This is an optimization exercise on Yosys and OpenROAD, whose aim is small area, a short achievable clock period and few clock cycles, not a production implementation. In this exercise RTL edits were held to simulation tests only and were not proved equivalent to the original. No activity file was given, so power comes from the tool's default toggle rates.

<file path="flow/config.mk">
export PLATFORM = sky130hd
export DESIGN_NAME = mkse
export DESIGN_NICKNAME = mkse
export VERILOG_FILES = /design/flow/design.v
export SDC_FILE = /design/flow/constraint.sdc
export NUM_CORES = 4
export LEC_CHECK = 0
export CAP_MARGIN = 20
export CORE_MARGIN = 2
export CORE_UTILIZATION = 40
export SLEW_MARGIN = 20
</file>
<file path="flow/constraint.sdc">
create_clock -name core_clock -period 10.0 [get_ports {clk}]
set_input_delay 2.0000 -clock core_clock [delete_from_list [all_inputs] [get_ports {clk}]]
set_output_delay 2.0000 -clock core_clock [all_outputs]
set_load 0.01 [all_outputs]
</file>
<file path="flow/design.v">
module mkse_cell_step (
    input  wire [1:0]  st,
    input  wire [15:0] t,
    input  wire        p,
    input  wire [15:0] now,
    input  wire [15:0] nowmd,    
    input  wire [15:0] dp,       
    input  wire [15:0] rt,       
    output wire [1:0]  st_n,
    output wire [15:0] t_n,
    output wire        emit,
    output wire [1:0]  kind
);
    wire s_rel  = (st == 2'd0);
    wire s_pdeb = (st == 2'd1);
    wire s_pr   = (st == 2'd2);
    wire s_rdeb = (st == 2'd3);
    wire [15:0] dnv = now - t;
    wire [15:0] ddv = nowmd - t;
    wire dn = ~dnv[15];
    wire dd = ~ddv[15];
    wire [15:0] adv = t + (s_pdeb ? dp : rt);
    reg [1:0]  st1;
    reg [15:0] t1;
    reg        e1;
    reg [1:0]  st0;
    reg [15:0] t0;
    reg        e0;
    always @(*) begin
        st1 = st; t1 = t; e1 = 1'b0;
        st0 = st; t0 = t; e0 = 1'b0;
        case (st)
            2'd0: begin
                st1 = 2'd1; t1 = now; e1 = 1'b1;
            end
            2'd1: begin
                if (dd) begin
                    st1 = 2'd2; t1 = adv;
                    st0 = 2'd2; t0 = adv;
                end
            end
            2'd2: begin
                if (dn) begin
                    t1 = adv; e1 = 1'b1;
                end
                st0 = 2'd3; e0 = 1'b1;
            end
            default: begin
                if (dd) begin
                    st1 = 2'd0;
                    st0 = 2'd0;
                end
            end
        endcase
    end
    assign st_n = p ? st1 : st0;
    assign t_n  = p ? t1 : t0;
    assign emit = p ? e1 : e0;
    assign kind = p ? (s_rel ? 2'd0 : 2'd2) : 2'd1;
endmodule
module mkse (
    input  wire         clk,
    input  wire         rst_n,
    input  wire         cmd_valid,
    output wire         cmd_ready,
    input  wire [3:0]   cmd_op,
    input  wire [15:0]  cmd_now,
    output reg          rsp_valid,
    output reg  [2:0]   rsp_status,
    output reg          rsp_consumed,
    output reg  [7:0]   rsp_char,
    output reg  [8:0]   rsp_action,
    output reg  [6:0]   rsp_put_full_cnt,
    output reg  [3:0]   rsp_cfg_err,
    input  wire [15:0]  tick_in,
    output wire [7:0]   row_active,
    input  wire [7:0]   col_pressed,
    output wire         shift_ind,
    input  wire [3:0]   cfg_rows,
    input  wire [3:0]   cfg_cols,
    input  wire [6:0]   cfg_umap_len,
    input  wire [511:0] cfg_umap,
    input  wire         cfg_smap_present,
    input  wire [6:0]   cfg_smap_len,
    input  wire [511:0] cfg_smap,
    input  wire         cfg_shift_present,
    input  wire [7:0]   cfg_shift_char,
    input  wire         cfg_ind_present,
    input  wire [1:0]   cfg_policy,
    input  wire [15:0]  cfg_debounce,
    input  wire [15:0]  cfg_rdelay,
    input  wire [15:0]  cfg_rtime,
    input  wire [4:0]   cfg_qcap
);
    localparam [2:0] ST_OK        = 3'd0;
    localparam [2:0] ST_NONE      = 3'd1;
    localparam [2:0] ST_NOT_READY = 3'd2;
    localparam [2:0] ST_ILLEGAL   = 3'd3;
    localparam [2:0] ST_CFG_ERR   = 3'd4;
    localparam [1:0] POL_OFF     = 2'd0;
    localparam [1:0] POL_ONESHOT = 2'd1;
    localparam [1:0] POL_LOCK    = 2'd2;
    localparam [1:0] POL_HOLD    = 2'd3;
    function automatic two_or_more(input [7:0] v);
        reg a0, a1, a2, a3, b0, b1;
        begin
            a0 = v[0] | v[1];  b0 = v[0] & v[1];
            a1 = v[2] | v[3];  b1 = v[2] & v[3];
            a2 = v[4] | v[5];
            a3 = v[6] | v[7];
            two_or_more = b0 | b1 | (v[4] & v[5]) | (v[6] & v[7]) |
                          ((a0 | a1) & (a2 | a3)) | (a0 & a1) | (a2 & a3);
        end
    endfunction
    reg         ready;
    reg         latch;
    reg         cmd_ready_r;
    reg         cfg1;           
    reg         scanning;
    reg         rowok;          
    reg  [7:0]  row_r;
    reg  [3:0]  rc;             
    reg  [5:0]  base;           
    reg  [15:0] now_r;
    reg  [3:0]  rows, cols;
    reg  [6:0]  ulen, slen;
    reg         spres, shpres, ind, big;
    reg  [1:0]  policy;
    reg  [7:0]  shift_char;
    reg  [4:0]  qcap;
    reg  [13:0] deb, rtm;
    reg  [14:0] dp;             
    reg  [3:0]  cap1;           
    reg  [7:0]  colmask, rowmask;
    reg  [511:0] umap, smap;
    reg  [143:0] qb;
    reg  [3:0]  qw, qr, qn;
    reg  [7:0]  pend;
    reg  [15:0] pkind;
    reg  [5:0]  pbase;
    assign cmd_ready  = cmd_ready_r;
    assign row_active = row_r;
    assign shift_ind  = ready & ind & latch;
    wire accept = cmd_valid & cmd_ready_r & rst_n;
    wire op_ill  = cmd_op[3] | (cmd_op[2:0] == 3'd7);
    wire op_nop  = (cmd_op == 4'd0);
    wire op_cfg  = (cmd_op == 4'd1);
    wire op_scan = (cmd_op[3:1] == 3'b001);
    wire op_deq  = (cmd_op[3:1] == 3'b010);
    wire op_nk   = (cmd_op == 4'd4);
    wire op_na   = (cmd_op == 4'd5);
    wire op_clr  = (cmd_op == 4'd6);
    wire [7:0] cfg_n = rows * cols;
    reg  [3:0] code;
    always @(*) begin
        if (rows == 4'd0 || rows > 4'd8)
            code = 4'd1;
        else if (cols == 4'd0 || cols > 4'd8)
            code = 4'd2;
        else if ({1'b0, ulen} < cfg_n)
            code = 4'd3;
        else if (spres && {1'b0, slen} < cfg_n)
            code = 4'd4;
        else if (qcap < 5'd2 || qcap > 5'd16)
            code = 4'd5;
        else if (big)
            code = 4'd6;
        else if (policy != POL_OFF && !shpres)
            code = 4'd7;
        else if (policy != POL_OFF && !spres)
            code = 4'd8;
        else
            code = 4'd0;
    end
    always @(posedge clk) begin
        if (accept && op_cfg) begin
            rows       <= cfg_rows;
            cols       <= cfg_cols;
            ulen       <= cfg_umap_len;
            slen       <= cfg_smap_len;
            spres      <= cfg_smap_present;
            shpres     <= cfg_shift_present;
            ind        <= cfg_ind_present;
            big        <= |{cfg_debounce[15:14], cfg_rdelay[15:14], cfg_rtime[15:14]};
            policy     <= cfg_policy;
            shift_char <= cfg_shift_char;
            qcap       <= cfg_qcap;
            deb        <= cfg_debounce[13:0];
            rtm        <= cfg_rtime[13:0];
            dp         <= {1'b0, cfg_rdelay[13:0]};
            umap       <= cfg_umap;
            smap       <= cfg_smap;
        end else if (cfg1) begin
            dp         <= dp + {1'b0, deb};
        end
    end
    integer k;
    always @(posedge clk) begin
        if (cfg1) begin
            cap1 <= qcap[3:0] - 4'd1;
            for (k = 0; k < 8; k = k + 1) begin
                colmask[k] <= (k < cols);
                rowmask[k] <= (k < rows);
            end
        end
    end
    wire [15:0] nowmd = now_r - {2'b00, deb};
    wire        anyrow = |row_r;
    wire [7:0]  emit;
    wire [15:0] kinds;
    genvar c;
    generate
        for (c = 0; c < 8; c = c + 1) begin : g_lane
            reg  [143:0] cl;
            wire [1:0]   st_n;
            wire [15:0]  t_n;
            wire         em;
            wire [1:0]   kd;
            mkse_cell_step u_step (
                .st    (cl[1:0]),
                .t     (cl[17:2]),
                .p     (col_pressed[c]),
                .now   (now_r),
                .nowmd (nowmd),
                .dp    ({1'b0, dp}),
                .rt    ({2'b00, rtm}),
                .st_n  (st_n),
                .t_n   (t_n),
                .emit  (em),
                .kind  (kd)
            );
            assign emit[c]         = em & colmask[c] & anyrow;
            assign kinds[2*c +: 2] = kd;
            integer r;
            always @(posedge clk) begin
                if (cfg1) begin
                    for (r = 0; r < 8; r = r + 1)
                        cl[18*r +: 2] <= 2'd0;
                end else if (rowok) begin
                    cl <= {t_n, st_n, cl[143:18]};
                end
            end
        end
    endgenerate
    wire       pv     = |pend;
    wire [7:0] pfirst = pend & (~pend + 8'd1);
    wire [7:0] prest  = pend & ~pfirst;
    reg  [2:0] plane;
    always @(*) begin
        plane = 3'd0;
        for (k = 7; k >= 0; k = k - 1)
            if (pend[k]) plane = k[2:0];
    end
    wire [5:0] pidx  = pbase + {3'd0, plane};
    wire [1:0] pkd   = pkind[2*plane +: 2];
    wire [8:0] entry = {pidx, latch, pkd};
    wire nf  = (qn == cap1);
    wire nf1 = ((qn + 4'd1) == cap1);
    wire q_empty = (qn == 4'd0);
    wire stall     = two_or_more(emit);
    wire prest_le1 = ~two_or_more(prest);
    wire drain     = scanning & ~rowok;
    wire fin       = rowok ? ((rc == 4'd7) & ~stall)
                           : (drain & (rc == 4'd8) & prest_le1);
    wire [7:0] pend_nx = rowok ? emit : prest;
    wire pend_nx_nz    = rowok ? |emit : |prest;
    wire full_now      = pv & nf;
    wire full_last     = fin & pend_nx_nz & (nf | (pv & nf1));
    wire start_scan = accept & ready & ~op_ill & op_scan;
    wire [8:0] head      = qb[9*qr +: 9];
    wire [5:0] head_idx  = head[8:3];
    wire [1:0] head_kind = head[1:0];
    wire [7:0] head_raw  = umap[8*head_idx +: 8];
    wire [7:0] head_shft = smap[8*head_idx +: 8];
    wire       head_is_shift = (policy != POL_OFF) && shpres &&
                               (head_raw == shift_char);
    reg        res_has_char;
    reg [7:0]  res_char;
    reg        res_latch;
    always @(*) begin
        res_has_char = 1'b0;
        res_char     = 8'd0;
        res_latch    = latch;
        if (head_kind == 2'd1) begin
            if (policy == POL_HOLD && head_is_shift)
                res_latch = 1'b0;
        end else if (head_is_shift) begin
            if (policy == POL_ONESHOT || policy == POL_LOCK)
                res_latch = ~latch;
            else if (policy == POL_HOLD)
                res_latch = 1'b1;
        end else begin
            res_has_char = 1'b1;
            res_char     = (policy != POL_OFF && latch) ? head_shft : head_raw;
            if (policy == POL_ONESHOT)
                res_latch = 1'b0;
        end
    end
    wire deq = accept & ready & ~op_ill & op_deq & ~q_empty;
    always @(posedge clk) begin
        if (!rst_n) begin
            ready       <= 1'b0;
            latch       <= 1'b0;
            cmd_ready_r <= 1'b1;
            cfg1        <= 1'b0;
            scanning    <= 1'b0;
            rowok       <= 1'b0;
            row_r       <= 8'd0;
            pend        <= 8'd0;
            rsp_valid   <= 1'b0;
        end else begin
            cfg1      <= accept & op_cfg;
            rsp_valid <= 1'b0;
            pend      <= pend_nx;
            if (cfg1) begin
                ready       <= (code == 4'd0);
                latch       <= 1'b0;
                cmd_ready_r <= 1'b1;
                rsp_valid   <= 1'b1;
            end else if (accept) begin
                if (op_ill || op_nop) begin
                    rsp_valid <= 1'b1;
                end else if (op_cfg) begin
                    cmd_ready_r <= 1'b0;
                end else if (!ready) begin
                    rsp_valid <= 1'b1;
                end else if (op_scan) begin
                    cmd_ready_r <= 1'b0;
                    scanning    <= 1'b1;
                    rowok       <= 1'b1;
                    row_r       <= 8'd1;
                end else begin
                    rsp_valid <= 1'b1;
                    if (op_nk && !q_empty)
                        latch <= res_latch;
                end
            end else if (scanning) begin
                if (rowok) begin
                    row_r <= {row_r[6:0], 1'b0} & rowmask;
                    rowok <= ~stall & (rc != 4'd7);
                end else begin
                    rowok <= prest_le1 & (rc != 4'd8);
                end
                if (fin) begin
                    scanning    <= 1'b0;
                    rsp_valid   <= 1'b1;
                    cmd_ready_r <= ~pend_nx_nz;
                end
            end else if (pv) begin
                cmd_ready_r <= ~|prest;
            end
        end
    end
    always @(posedge clk) begin
        if (cmd_ready_r)
            now_r <= cmd_op[0] ? tick_in : cmd_now;
        if (start_scan) begin
            rc   <= 4'd0;
            base <= 6'd0;
        end else if (rowok) begin
            rc   <= rc + 4'd1;
            base <= base + {2'b00, cols};
        end
        if (rowok) begin
            pkind <= kinds;
            pbase <= base;
        end
    end
    always @(posedge clk) begin
        if (cfg1 || (accept && ready && op_clr)) begin
            qw <= 4'd0;
            qr <= 4'd0;
            qn <= 4'd0;
        end else if (pv) begin
            qb[9*qw +: 9] <= entry;
            qw <= qw + 4'd1;
            if (nf)
                qr <= qr + 4'd1;
            else
                qn <= qn + 4'd1;
        end else if (deq) begin
            qr <= qr + 4'd1;
            qn <= qn - 4'd1;
        end
    end
    always @(posedge clk) begin
        rsp_status       <= 3'd0;
        rsp_consumed     <= 1'b0;
        rsp_char         <= 8'd0;
        rsp_action       <= 9'd0;
        rsp_cfg_err      <= 4'd0;
        rsp_put_full_cnt <= 7'd0;
        if (cfg1) begin
            rsp_cfg_err <= code;
            rsp_status  <= (code != 4'd0) ? ST_CFG_ERR : ST_OK;
        end else if (accept) begin
            if (op_ill)
                rsp_status <= ST_ILLEGAL;
            else if (op_nop || op_cfg)
                rsp_status <= ST_OK;
            else if (!ready)
                rsp_status <= ST_NOT_READY;
            else if (op_deq) begin
                if (q_empty)
                    rsp_status <= ST_NONE;
                else begin
                    rsp_consumed <= 1'b1;
                    if (op_na) begin
                        rsp_action <= head;
                    end else if (res_has_char) begin
                        rsp_char <= res_char;
                    end else begin
                        rsp_status <= ST_NONE;
                    end
                end
            end
        end else if (scanning) begin
            rsp_put_full_cnt <= rsp_put_full_cnt + {6'd0, full_now} + {6'd0, full_last};
        end
    end
endmodule
</file>
<file path="flow/run.sh">
#!/bin/bash
# synth_recipe.tcl (not shown) runs the flow's synth.tcl, then flattens the netlist and writes it again
# the make line also repeats each setting of config.mk as NAME=value (left out here)
make -C /OpenROAD-flow-scripts/flow DESIGN_CONFIG=/design/flow/config.mk WORK_HOME=/design/flow/orfs CLKGATE_MAP_FILE= SYNTH_SCRIPT=/design/flow/synth_recipe.tcl finish
</file>
==> results of run 1 <==
## area by class of cell
| class | instances | area [um2] | area share |
|---|---|---|---|
| clock inverter | 148 | 1410 | 0.0101 |
| multi-input combinational | 5250 | 36200 | 0.260 |
| antenna | 78 | 195 | 0.00140 |
| inverter | 293 | 1110 | 0.00796 |
| tap | 3743 | 4680 | 0.0337 |
| clock buffer | 372 | 7770 | 0.0558 |
| sequential | 2538 | 74200 | 0.533 |
| timing repair buffer | 1393 | 13700 | 0.0981 |
## registers in the layout, summed over array words and instances, names as in the netlist, 7 cells and up
signal            cells
smap                512
ulen                  7
qb                  144
dp                   15
pend                  8
rsp_char              8
colmask               8
rsp_action            9
rsp_put_full_cnt      7
slen                  7
rtm                  14
umap                512
rowmask               7
row_r                 8
pkind                16
deb                  14
g_lane.cl          1152
now_r                16
shift_char            8
## synth_stat cells (36+ instances only)
| cell type | instances |
|---|---|
| nand2b_1 | 36 |
| mux2i_1 | 458 |
| xnor2_1 | 141 |
| buf_2 | 69 |
| nand2_1 | 1156 |
| a21o_1 | 84 |
| o21a_1 | 46 |
| a311oi_1 | 42 |
| mux2_2 | 119 |
| edfxtp_1 | 2332 |
| a211oi_1 | 81 |
| ha_1 | 418 |
| a21oi_1 | 366 |
| inv_1 | 274 |
| nor2_1 | 563 |
| nand3_1 | 201 |
| a22oi_1 | 113 |
| dfxtp_1 | 206 |
| nand4_1 | 54 |
| xor2_1 | 49 |
| o22ai_1 | 85 |
| nor3_1 | 65 |
| a21boi_0 | 45 |
| buf_1 | 67 |
| mux4_2 | 88 |
| o221ai_1 | 96 |
| clkbuf_1 | 268 |
| nor2b_1 | 49 |
| and3_1 | 101 |
| o21ai_0 | 324 |
| a31oi_1 | 91 |
## per-stage QoR
stage	cells	util	setup slack (ns)	hold WS (ns)	total power [mW]
floorplan	8499	-	-6.50	0.400	19.4
global placement	13200	0.461	2.53	0.400	22.4
detailed placement	13200	0.461	2.67	0.405	22.6
CTS	13700	0.493	2.67	0.379	33.0
global route	13800	0.494	2.12	0.392	34.3
finish	13800	0.494	2.67	0.393	33.0
## metal layers
metal / wire [um] / up-vias / global-route usage
li1: - / 34700 / -
met5: 305 / - / 0
met4: 20700 / 46 / 0.134
met1: 170000 / 39700 / 0.380
met2: 206000 / 4105 / 0.478
met3: 38700 / 864 / 0.0616
## critical path, delay by kind of cell (launching register included)
family,cells,cell delay [ns]
xor gates and xnor gates,3,1.22
muxes,1,0.42
DFF,1,0.37
buffers and inverters,4,0.73
and+or+nand+nor,1,0.49
AOI/OAI and AO/OA,16,2.98
adders and majority gates,3,0.82
## final timing paths
path	from	endpoint	slack (ns)	depth (start not counted)
hold reg to reg	g_lane[2].cl[117]	g_lane[2].cl[99]	0.39	0
setup reg to reg	now_r[0]	g_lane[6].cl[137]	2.67	28
hold / removal	g_lane[2].cl[117]	g_lane[2].cl[99]	0.39	0
setup / recovery	now_r[0]	g_lane[6].cl[137]	2.67	28
## cells by family (layout without fill, tap and decap cells)
logic type | Yosys count | after routing | synth area share
AO/OA/AOI/OAI | 1609 | 1609 | 0.0937
multiplexers | 665 | 665 | 0.0701
flip-flops | 2538 | 2538 | 0.657
adder cells (fa/ha/maj) | 436 | 436 | 0.0494
other | 0 | 78 | 0
XOR/XNOR | 190 | 190 | 0.0147
AND/OR/NAND/NOR | 2350 | 2350 | 0.0900
buffers and inverters | 711 | 2206 | 0.0251
## power by group
| group | switching (mW) | internal [mW] | leakage (nW) | total, mW |
|---|---|---|---|---|
| sequential | 0.517 | 12.9 | 23.2 | 13.4 |
| clock | 4.43 | 6.01 | 4.48 | 10.4 |
| combinational | 5.75 | 3.38 | 22.8 | 9.13 |
==> results.sh, run 1 <==
export IMPL_crit_slowest_cell="xnor2_2"
export IMPL_core_um2=282000
export IMPL_antenna_found_initial=151
export IMPL_ir_worst_vdd_mv=0.146
export IMPL_drc=0
export IMPL_synthesis_area_um2=113000
export IMPL_yosys_area_top_type="edfxtp_1"
export IMPL_power_leakage_nw=50.5
export IMPL_cts_sinks=2538
export IMPL_gr_total_overflow=0
export IMPL_grt_pass1_vias=75800
export IMPL_grt_pass1_wl_mm=592
export IMPL_vias=79500
export IMPL_wl_mm=436
export IMPL_syn_inst=8499
export IMPL_layout_cells_most_common="edfxtp_1"
export IMPL_hpwl_mm=311
export IMPL_slew_viol_final=0
export IMPL_synth_edf_count=2332
export IMPL_final_nets=11400
export IMPL_cp_end_kind="flip-flop"
export IMPL_tightest_slew_ns=1.45
export IMPL_tns_ns=0
export IMPL_async_flop_share=0
export IMPL_clock_path_buffers=4
export IMPL_routedWlPerCell_um=31.6
export IMPL_dieArea_um2=286000
export IMPL_ctsResizeCount=0
export IMPL_cts_setup_buffers=0
export IMPL_dr_pass1_iters=6
export IMPL_fp_dieW_um=535
export IMPL_syn_nets=10100
export IMPL_crit_fanout=15
export IMPL_port_buffers=1201
export IMPL_fmax_ghz=0.136
export IMPL_max_cap_violations=0
export IMPL_fin_crit_sh=0.733
export IMPL_syn_area_per_cell_um2=13.3
export IMPL_vias_per_cell=5.75
export IMPL_tritoncts="done"
export IMPL_final_area_um2=139000
export IMPL_ys_seq_area_frac=0.657
export IMPL_grt_max_degree=206
export IMPL_hold_path_class="flip-flop to flip-flop"
export IMPL_cts_hold_buf=0
export IMPL_layout_min_cycle_time_ns=7.33
export IMPL_outcome="complete, no violations"
export IMPL_powerDensity_nw_per_um2=237
export IMPL_cts_root_buffer="clkbuf_16"
export IMPL_rsz0062_at_grt="no"
export IMPL_max_stage_delay_ns=0.81
export IMPL_chipHeight_um=535
export IMPL_gp_congestion=0.963
export IMPL_mostFrequentLayoutCells="edfxtp_1, clkdlybuf4s50_1, nand2_1"
export IMPL_ant_nets=0
export IMPL_yosys_register_bits=2538
export IMPL_setup_viol=0
export IMPL_hold_violations=0
export IMPL_clock_skew_ns=0.0604
export IMPL_slew_headroom=0.0295
export IMPL_track_usage=0.295
export IMPL_synth_top_area_frac=0.620
export IMPL_arrival_ns=7.94
export IMPL_syn_to_final_growth_pct=23.3
export IMPL_ys_types=85
export IMPL_cts_buffers_inserted=285
export IMPL_htreeDepth=5
export IMPL_ys_warn_count=2
export IMPL_drive_gt1_frac=0.0903
export IMPL_fillerInstances=24400
export IMPL_start_util=0.401
export IMPL_clk_pin_slew_worst_paths_ns=0.06
export IMPL_synth_main_ff_cell="edfxtp_1"
export IMPL_ios=1202
export IMPL_crit_required_ns=10.61
export IMPL_fp_row_count=195
export IMPL_cpMostUsedCell="a21oi_1"
export IMPL_postPlaceCellArea_um2=130000
export IMPL_drt_iter0_markers=10200
export IMPL_worstSkewPairLatency_ns=0.91
export IMPL_synth_area_top_cells="edfxtp_1, ha_1, mux2i_1, nand2_1, dfxtp_1"
export IMPL_worstSetupPathType="flip-flop to flip-flop"
export IMPL_worst_setup_path_start_kind="flip-flop"
Testbench counts, summed over its fixed seeds: cycles 48,921.
==> inputs of run 2 (changes only) <==
--- a/flow/design.v
+++ b/flow/design.v
@@ -4,58 +4,64 @@
     input  wire        p,
     input  wire [15:0] now,
     input  wire [15:0] nowmd,    
-    input  wire [15:0] dp,       
-    input  wire [15:0] rt,       
+    input  wire [14:0] dp,       
+    input  wire [13:0] rt,       
     output wire [1:0]  st_n,
     output wire [15:0] t_n,
     output wire        emit,
     output wire [1:0]  kind
 );
+    function automatic ge15(input [14:0] a, input [14:0] b);
+        reg [15:0] g, q;
+        integer s, i;
+        begin
+            g = {1'b0, a & ~b};
+            g[0] = a[0] | ~b[0];
+            q = {1'b1, a | ~b};
+            for (s = 1; s < 16; s = s * 2)
+                for (i = 0; i < 16; i = i + 2 * s) begin
+                    g[i] = g[i + s] | (q[i + s] & g[i]);
+                    q[i] = q[i + s] & q[i];
+                end
+            ge15 = g[0];
+        end
+    endfunction
+    function automatic [15:0] add16(input [15:0] a, input [15:0] b);
+        reg [15:0] g, q, x;
+        integer s, i;
+        begin
+            x = a ^ b;
+            g = a & b;
+            q = x;
+            for (s = 1; s < 16; s = s * 2)
+                for (i = 0; i < 16; i = i + 1)
+                    if ((i / s) % 2 == 1) begin
+                        g[i] = g[i] | (q[i] & g[(i / s) * s - 1]);
+                        q[i] = q[i] & q[(i / s) * s - 1];
+                    end
+            add16 = x ^ {g[14:0], 1'b0};
+        end
+    endfunction
     wire s_rel  = (st == 2'd0);
     wire s_pdeb = (st == 2'd1);
     wire s_pr   = (st == 2'd2);
-    wire s_rdeb = (st == 2'd3);
-    wire [15:0] dnv = now - t;
-    wire [15:0] ddv = nowmd - t;
-    wire dn = ~dnv[15];
-    wire dd = ~ddv[15];
-    wire [15:0] adv = t + (s_pdeb ? dp : rt);
-    reg [1:0]  st1;
-    reg [15:0] t1;
-    reg        e1;
-    reg [1:0]  st0;
-    reg [15:0] t0;
-    reg        e0;
+    wire [15:0] cn  = st[0] ? nowmd : now;
+    wire        due = cn[15] ^ t[15] ^ ge15(cn[14:0], t[14:0]);
+    wire [15:0] adv  = add16(t, st[0] ? {1'b0, dp} : {2'b00, rt});
+    wire [15:0] base = s_rel ? now : t;
+    wire        upd  = due & (s_pdeb | (s_pr & p));
+    reg [1:0] st1, st0;
     always @(*) begin
-        st1 = st; t1 = t; e1 = 1'b0;
-        st0 = st; t0 = t; e0 = 1'b0;
         case (st)
-            2'd0: begin
-                st1 = 2'd1; t1 = now; e1 = 1'b1;
-            end
-            2'd1: begin
-                if (dd) begin
-                    st1 = 2'd2; t1 = adv;
-                    st0 = 2'd2; t0 = adv;
-                end
-            end
-            2'd2: begin
-                if (dn) begin
-                    t1 = adv; e1 = 1'b1;
-                end
-                st0 = 2'd3; e0 = 1'b1;
-            end
-            default: begin
-                if (dd) begin
-                    st1 = 2'd0;
-                    st0 = 2'd0;
-                end
-            end
+            2'd0: begin st1 = 2'd1;                st0 = 2'd0;                end
+            2'd1: begin st1 = due ? 2'd2 : 2'd1;  st0 = due ? 2'd2 : 2'd1;  end
+            2'd2: begin st1 = 2'd2;                st0 = 2'd3;                end
+            default: begin st1 = due ? 2'd0 : 2'd3; st0 = due ? 2'd0 : 2'd3; end
         endcase
     end
     assign st_n = p ? st1 : st0;
-    assign t_n  = p ? t1 : t0;
-    assign emit = p ? e1 : e0;
+    assign t_n  = upd ? adv : base;
+    assign emit = p ? (s_rel | (s_pr & due)) : s_pr;
     assign kind = p ? (s_rel ? 2'd0 : 2'd2) : 2'd1;
 endmodule
 module mkse (
@@ -122,6 +128,8 @@
     reg  [3:0]  rc;             
     reg  [5:0]  base;           
     reg  [15:0] now_r;
+    reg  [15:0] nowmd_r;        
+    reg         shind_r;
     reg  [3:0]  rows, cols;
     reg  [6:0]  ulen, slen;
     reg         spres, shpres, ind, big;
@@ -135,13 +143,34 @@
     reg  [511:0] umap, smap;
     reg  [143:0] qb;
     reg  [3:0]  qw, qr, qn;
+    reg  [8:0]  hd;             
     reg  [7:0]  pend;
     reg  [15:0] pkind;
     reg  [5:0]  pbase;
     assign cmd_ready  = cmd_ready_r;
     assign row_active = row_r;
-    assign shift_ind  = ready & ind & latch;
+    assign shift_ind  = shind_r;
     wire accept = cmd_valid & cmd_ready_r & rst_n;
+    wire cfg_load = cmd_valid & cmd_ready_r & op_cfg;
+    wire [15:0] now_in = cmd_op[0] ? tick_in : cmd_now;
+    function automatic [15:0] sub16(input [15:0] a, input [15:0] b);
+        reg [15:0] g, q, x, nb;
+        integer s, i;
+        begin
+            nb = ~b;
+            x = a ^ nb;
+            g = a & nb;
+            g[0] = a[0] | nb[0];
+            q = x;
+            for (s = 1; s < 16; s = s * 2)
+                for (i = 0; i < 16; i = i + 1)
+                    if ((i / s) % 2 == 1) begin
+                        g[i] = g[i] | (q[i] & g[(i / s) * s - 1]);
+                        q[i] = q[i] & q[(i / s) * s - 1];
+                    end
+            sub16 = x ^ {g[14:0], 1'b1};
+        end
+    endfunction
     wire op_ill  = cmd_op[3] | (cmd_op[2:0] == 3'd7);
     wire op_nop  = (cmd_op == 4'd0);
     wire op_cfg  = (cmd_op == 4'd1);
@@ -173,7 +202,7 @@
             code = 4'd0;
     end
     always @(posedge clk) begin
-        if (accept && op_cfg) begin
+        if (cfg_load) begin
             rows       <= cfg_rows;
             cols       <= cfg_cols;
             ulen       <= cfg_umap_len;
@@ -204,7 +233,6 @@
             end
         end
     end
-    wire [15:0] nowmd = now_r - {2'b00, deb};
     wire        anyrow = |row_r;
     wire [7:0]  emit;
     wire [15:0] kinds;
@@ -221,9 +249,9 @@
                 .t     (cl[17:2]),
                 .p     (col_pressed[c]),
                 .now   (now_r),
-                .nowmd (nowmd),
-                .dp    ({1'b0, dp}),
-                .rt    ({2'b00, rtm}),
+                .nowmd (nowmd_r),
+                .dp    (dp),
+                .rt    (rtm),
                 .st_n  (st_n),
                 .t_n   (t_n),
                 .emit  (em),
@@ -265,9 +293,17 @@
     wire [7:0] pend_nx = rowok ? emit : prest;
     wire pend_nx_nz    = rowok ? |emit : |prest;
     wire full_now      = pv & nf;
-    wire full_last     = fin & pend_nx_nz & (nf | (pv & nf1));
+    wire nfx           = nf | (pv & nf1);
+    wire one_emit      = |emit & ~stall;
+    wire one_rest      = |prest & prest_le1;
+    wire full_last     = nfx & (rowok ? ((rc == 4'd7) & one_emit)
+                                      : ((rc == 4'd8) & one_rest));
+    wire [6:0] cnt_a   = rsp_put_full_cnt + {6'd0, full_now};
+    wire [6:0] cnt_b   = rsp_put_full_cnt + {6'd0, full_now} + 7'd1;
     wire start_scan = accept & ready & ~op_ill & op_scan;
-    wire [8:0] head      = qb[9*qr +: 9];
+    wire [8:0] head      = hd;
+    wire [3:0] qr1       = qr + 4'd1;
+    wire [8:0] second    = qb[9*qr1 +: 9];
     wire [5:0] head_idx  = head[8:3];
     wire [1:0] head_kind = head[1:0];
     wire [7:0] head_raw  = umap[8*head_idx +: 8];
@@ -297,6 +333,10 @@
         end
     end
     wire deq = accept & ready & ~op_ill & op_deq & ~q_empty;
+    wire deq_nk = accept & ready & op_nk & ~q_empty;
+    wire latch_nx = deq_nk ? res_latch : latch;
+    always @(posedge clk)
+        shind_r <= rst_n & ~cfg1 & ready & ind & latch_nx;
     always @(posedge clk) begin
         if (!rst_n) begin
             ready       <= 1'b0;
@@ -352,8 +392,10 @@
         end
     end
     always @(posedge clk) begin
-        if (cmd_ready_r)
-            now_r <= cmd_op[0] ? tick_in : cmd_now;
+        if (cmd_ready_r) begin
+            now_r   <= now_in;
+            nowmd_r <= sub16(now_in, {2'b00, deb});
+        end
         if (start_scan) begin
             rc   <= 4'd0;
             base <= 6'd0;
@@ -375,12 +417,17 @@
             qb[9*qw +: 9] <= entry;
             qw <= qw + 4'd1;
             if (nf)
-                qr <= qr + 4'd1;
+                qr <= qr1;
             else
                 qn <= qn + 4'd1;
+            if (q_empty || (nf && cap1 == 4'd1))
+                hd <= entry;
+            else if (nf)
+                hd <= second;
         end else if (deq) begin
-            qr <= qr + 4'd1;
+            qr <= qr1;
             qn <= qn - 4'd1;
+            hd <= second;
         end
     end
     always @(posedge clk) begin
@@ -415,7 +462,7 @@
                 end
             end
         end else if (scanning) begin
-            rsp_put_full_cnt <= rsp_put_full_cnt + {6'd0, full_now} + {6'd0, full_last};
+            rsp_put_full_cnt <= full_last ? cnt_b : cnt_a;
         end
     end
 endmodule
==> flow/flow/run.sh (new file) <==
#!/bin/bash
# Layout flow: the standard ORFS flow (standard.sh, synthesis unchanged)
# with two knobs changed: the port buffers are buf_2 cells instead of the
# resizer's default pick, and setup repair aims for a larger slack margin.
# make's full output goes to flow_make.log in the work folder; ORFS keeps
# each step's own log under orfs/logs.
set -euo pipefail
bash standard.sh \
    SETUP_SLACK_MARGIN=6.5 \
    "BUFFER_PORTS_ARGS=-buffer_cell sky130_fd_sc_hd__buf_2" \
    finish > flow_make.log 2>&1
==> flow/standard.sh (new file) <==
#!/bin/bash
# synth_recipe.tcl (not shown) runs the flow's synth.tcl, then flattens the netlist and writes it again
# the make line also repeats each setting of config.mk as NAME=value (left out here)
make -C /OpenROAD-flow-scripts/flow DESIGN_CONFIG=/design/flow/config.mk WORK_HOME=/design/flow/orfs CLKGATE_MAP_FILE= SYNTH_SCRIPT=/design/flow/synth_recipe.tcl "${@:-finish}"
--- a/flow/config.mk
+++ b/flow/config.mk
@@ -7,5 +7,5 @@
 export LEC_CHECK = 0
 export CAP_MARGIN = 20
 export CORE_MARGIN = 2
-export CORE_UTILIZATION = 40
+export CORE_UTILIZATION = 55
 export SLEW_MARGIN = 20
removed: flow/run.sh
==> run 2 against run 1 <==
Compared with the run above:
- global-route usage increased by 4.0 points
- final cell count fell by 23%
- core utilization up 19 points
- design area down 6.7%
- critical path type unchanged
- critical path depth down 11
- sequential share of layout area increased by 4.5 points
- combinational power is 85% lower
- register-to-register slack gained 3.0 ns
==> results.sh, run 2 <==
export IMPL_ys_types=80
export IMPL_gp_congestion=0.990
export IMPL_cts_buffers_inserted=284
export IMPL_wl_mm=332
export IMPL_cp_end_kind="flip-flop"
export IMPL_antenna_found_initial=138
export IMPL_synth_area_top_cells="edfxtp_1, mux4_2, dfxtp_1, mux2i_1, ha_1"
export IMPL_postPlaceCellArea_um2=114000
export IMPL_drive_gt1_frac=0.361
export IMPL_tritoncts="done"
export IMPL_tns_ns=0
export IMPL_worstSkewPairLatency_ns=0.94
export IMPL_synth_most_common_cell="edfxtp_1"
export IMPL_fin_util=0.683
export IMPL_yosys_register_bits=2564
export IMPL_final_nets=9217
export IMPL_largest_register="g_lane.cl"
export IMPL_crit_slowest_cell="mux4_2"
export IMPL_tightest_slew_ns=1.14
export IMPL_grt_max_degree=186
export IMPL_fmax_ghz=0.232
export IMPL_grt_pass1_wl_mm=454
export IMPL_vias=64500
export IMPL_start_util=0.554
export IMPL_cts_sinks=2564
export IMPL_max_stage_delay_ns=0.57
export IMPL_largest_reg_flops=1152
export IMPL_hold_path_class="flip-flop to flip-flop"
export IMPL_hpwl_mm=223
export IMPL_synthesis_area_um2=105000
export IMPL_synth_top_area_frac=0.672
export IMPL_worstSetupPathType="flip-flop to flip-flop"
export IMPL_async_flop_share=0
export IMPL_ios=1202
export IMPL_worst_setup_path_start_kind="flip-flop"
export IMPL_cts_root_buffer="clkbuf_16"
export IMPL_drc=0
export IMPL_slew_headroom=0.242
export IMPL_ant_nets=0
export IMPL_top_regs="g_lane.cl (1152), smap (512), umap (512)"
export IMPL_syn_area_per_cell_um2=16.9
export IMPL_routedWlPerCell_um=31.2
export IMPL_rsz0062_at_grt="yes"
export IMPL_syn_inst=6216
export IMPL_layout_cells_most_common="edfxtp_1"
export IMPL_port_buffers=1201
export IMPL_synth_main_ff_cell="edfxtp_1"
export IMPL_cp_num_buf_inv=8
export IMPL_ys_warn_count=2
export IMPL_clock_skew_ns=0.0537
export IMPL_layout_min_cycle_time_ns=4.32
export IMPL_dieArea_um2=195000
export IMPL_synth_edf_count=2357
export IMPL_crit_chain="buf_6, buf_16, buf_16, buf_12, buf_6, mux4_2, mux4_2, mux4_2, xor2_2, a2111oi_4, buf_6, buf_4, buf_6, a21oi_1, nor2_1, o311a_1, and3_1"
export IMPL_powerDensity_nw_per_um2=184
export IMPL_final_area_um2=130000
export IMPL_fp_row_count=160
export IMPL_syn_to_final_growth_pct=23.3
export IMPL_vias_per_cell=6.08
export IMPL_cp_top_family="multiplexers"
export IMPL_fin_crit_sh=0.432
export IMPL_drt_iter0_markers=8227
export IMPL_hold_violations=0
export IMPL_synthTopCellsByCount="edfxtp_1, nor2_1, mux4_2"
export IMPL_max_cap_violations=0
export IMPL_ys_seq_area_frac=0.712
export IMPL_fp_dieW_um=441
export IMPL_core_um2=190000
export IMPL_gr_total_overflow=0
export IMPL_power_leakage_nw=46.8
export IMPL_dr_pass1_iters=8
export IMPL_r2r_slack_ns=5.68
export IMPL_grt_pass1_vias=61900
export IMPL_syn_nets=7604
export IMPL_htreeDepth=5
export IMPL_clk_pin_slew_worst_paths_ns=0.06
export IMPL_track_usage=0.334
export IMPL_ir_worst_vdd_mv=0.212
export IMPL_arrival_ns=5.12
export IMPL_crit_required_ns=10.81
export IMPL_worst_hold_slack_ns=0.392
export IMPL_crit_fanout=8
export IMPL_cpMostUsedCell="buf_6"
export IMPL_outcome="complete, no violations"
export IMPL_slew_viol_final=0
export IMPL_yosys_area_top_type="edfxtp_1"
export IMPL_clock_path_buffers=4
export IMPL_setup_viol=0
export IMPL_mostFrequentLayoutCells="edfxtp_1, buf_2, nor2_1"
export IMPL_chipHeight_um=441
run 2: kinds of logic (layout without fill, tap and decap cells):
group,Yosys count,after routing,synth area share
xor gates and xnor gates,152,152,0.0126
DFF,2564,2564,0.712
muxes,894,894,0.131
adders and majority gates,234,234,0.0308
and+or+nand+nor,1108,1109,0.0472
other,0,77,0
AOI/OAI and AO/OA,819,819,0.0493
buffers and inverters,445,2260,0.0170
run 2: what timing repair did:
| item | CTS | global route |
|---|---|---|
| resized for setup | 464 | 218 |
| setup endpoints to repair | 1643 | 488 |
| pin swaps | 156 | 168 |
| hold buffers | 0 | 0 |
| gates cloned | 45 | 2 |
| setup buffers | 204 | 57 |
run 2: metal layers:
layer / track usage / routed length [um] / vias up
li1: - / - / 27600
met2: 0.509 / 152000 / 3527
met5: 0 / 406 / -
met4: 0.107 / 12700 / 66
met1: 0.470 / 131000 / 32600
met3: 0.0945 / 35600 / 710
run 2: final timing paths:
path,startpoint,to,cells past startpoint
max reg2reg,hd[3],shind_r,17
min,g_lane[6].cl[130],g_lane[6].cl[112],0
min reg2reg,g_lane[6].cl[130],g_lane[6].cl[112],0
max,hd[3],shind_r,17
run 2: worst reg2reg max path, stage by stage, from the launching register on:
cell	delay (ns)
edfxtp_1	0.36
buf_6	0.16
buf_16	0.21
buf_16	0.20
buf_12	0.11
buf_6	0.09
mux4_2	0.52
mux4_2	0.54
mux4_2	0.57
xor2_2	0.28
a2111oi_4	0.08
buf_6	0.15
buf_4	0.13
buf_6	0.11
a21oi_1	0.14
nor2_1	0.07
o311a_1	0.31
and3_1	0.18
run 2: final cells by class:
cell class                      count  area [um2]
Clock buffer                      354        7710
Timing Repair inverter              1        5.00
Tap cell                         2511        3140
Antenna cell                       77         193
Clock inverter                    135        1290
Inverter                          153         581
Multi-Input combinational cell   3208       30500
Timing Repair Buffer             1617       11400
Sequential cell                  2564       75000
Fill cell                       12900       60300
run 2: power breakdown:
group	total (mW)	internal (mW)	switching, mW
sequential	12.2	12.0	0.167
clock	10.3	6.05	4.20
combinational	1.41	0.576	0.830
total	23.8	18.6	5.20
run 2: metrics by stage:
step           power (mW)  cells  worst slack, ns
2_1_floorplan        13.1   6216            -9.30
3_3_place_gp         13.6   9743             4.16
4_1_cts              23.9  10500             5.84
6_report             23.8  10600             5.68
5_1_grt              24.5  10600             5.64
3_5_place_dp         13.6   9745             4.20
Testbench counts of run 2, summed over its fixed seeds: cycles 48,921.

## afterwards: timing with drivers on the ports
Ports are ideal in the flow. The routed layouts listed here were re-timed in OpenROAD. Step 1: set_driving_cell puts a clkbuf_16 on clk and a buf_2 on each other input, an assumption about the parent block. Step 2 moves the port delays by t, midway between the first and last clock arrival at a register: inputs arrive t later, outputs are due t later. That takes back most of the time a late clock gives input paths. a / b / c = no drivers / after step 1 / after step 2; a / b = the first two.
| run | t (ns) | setup WS [ns] | worst hold slack (ns) | worst register clock-pin slew, ns | worst data-port slew with drivers (ns) |
|---|---|---|---|---|---|
| run 1 | 0.987 | 2.670 / 2.670 / 2.670 | 0.393 / 0.393 / 0.393 | 0.07 / 0.07 | 0.33 |
| run 2 | 1.014 | 5.684 / 5.684 / 4.873 | 0.392 / 0.392 / 0.392 | 0.06 / 0.06 | 0.23 |
After both steps every run listed still meets setup and hold. For run 2, which loses most, drivers alone change the setup slack by 0.000 ns; drivers and shift together by -0.811 ns.
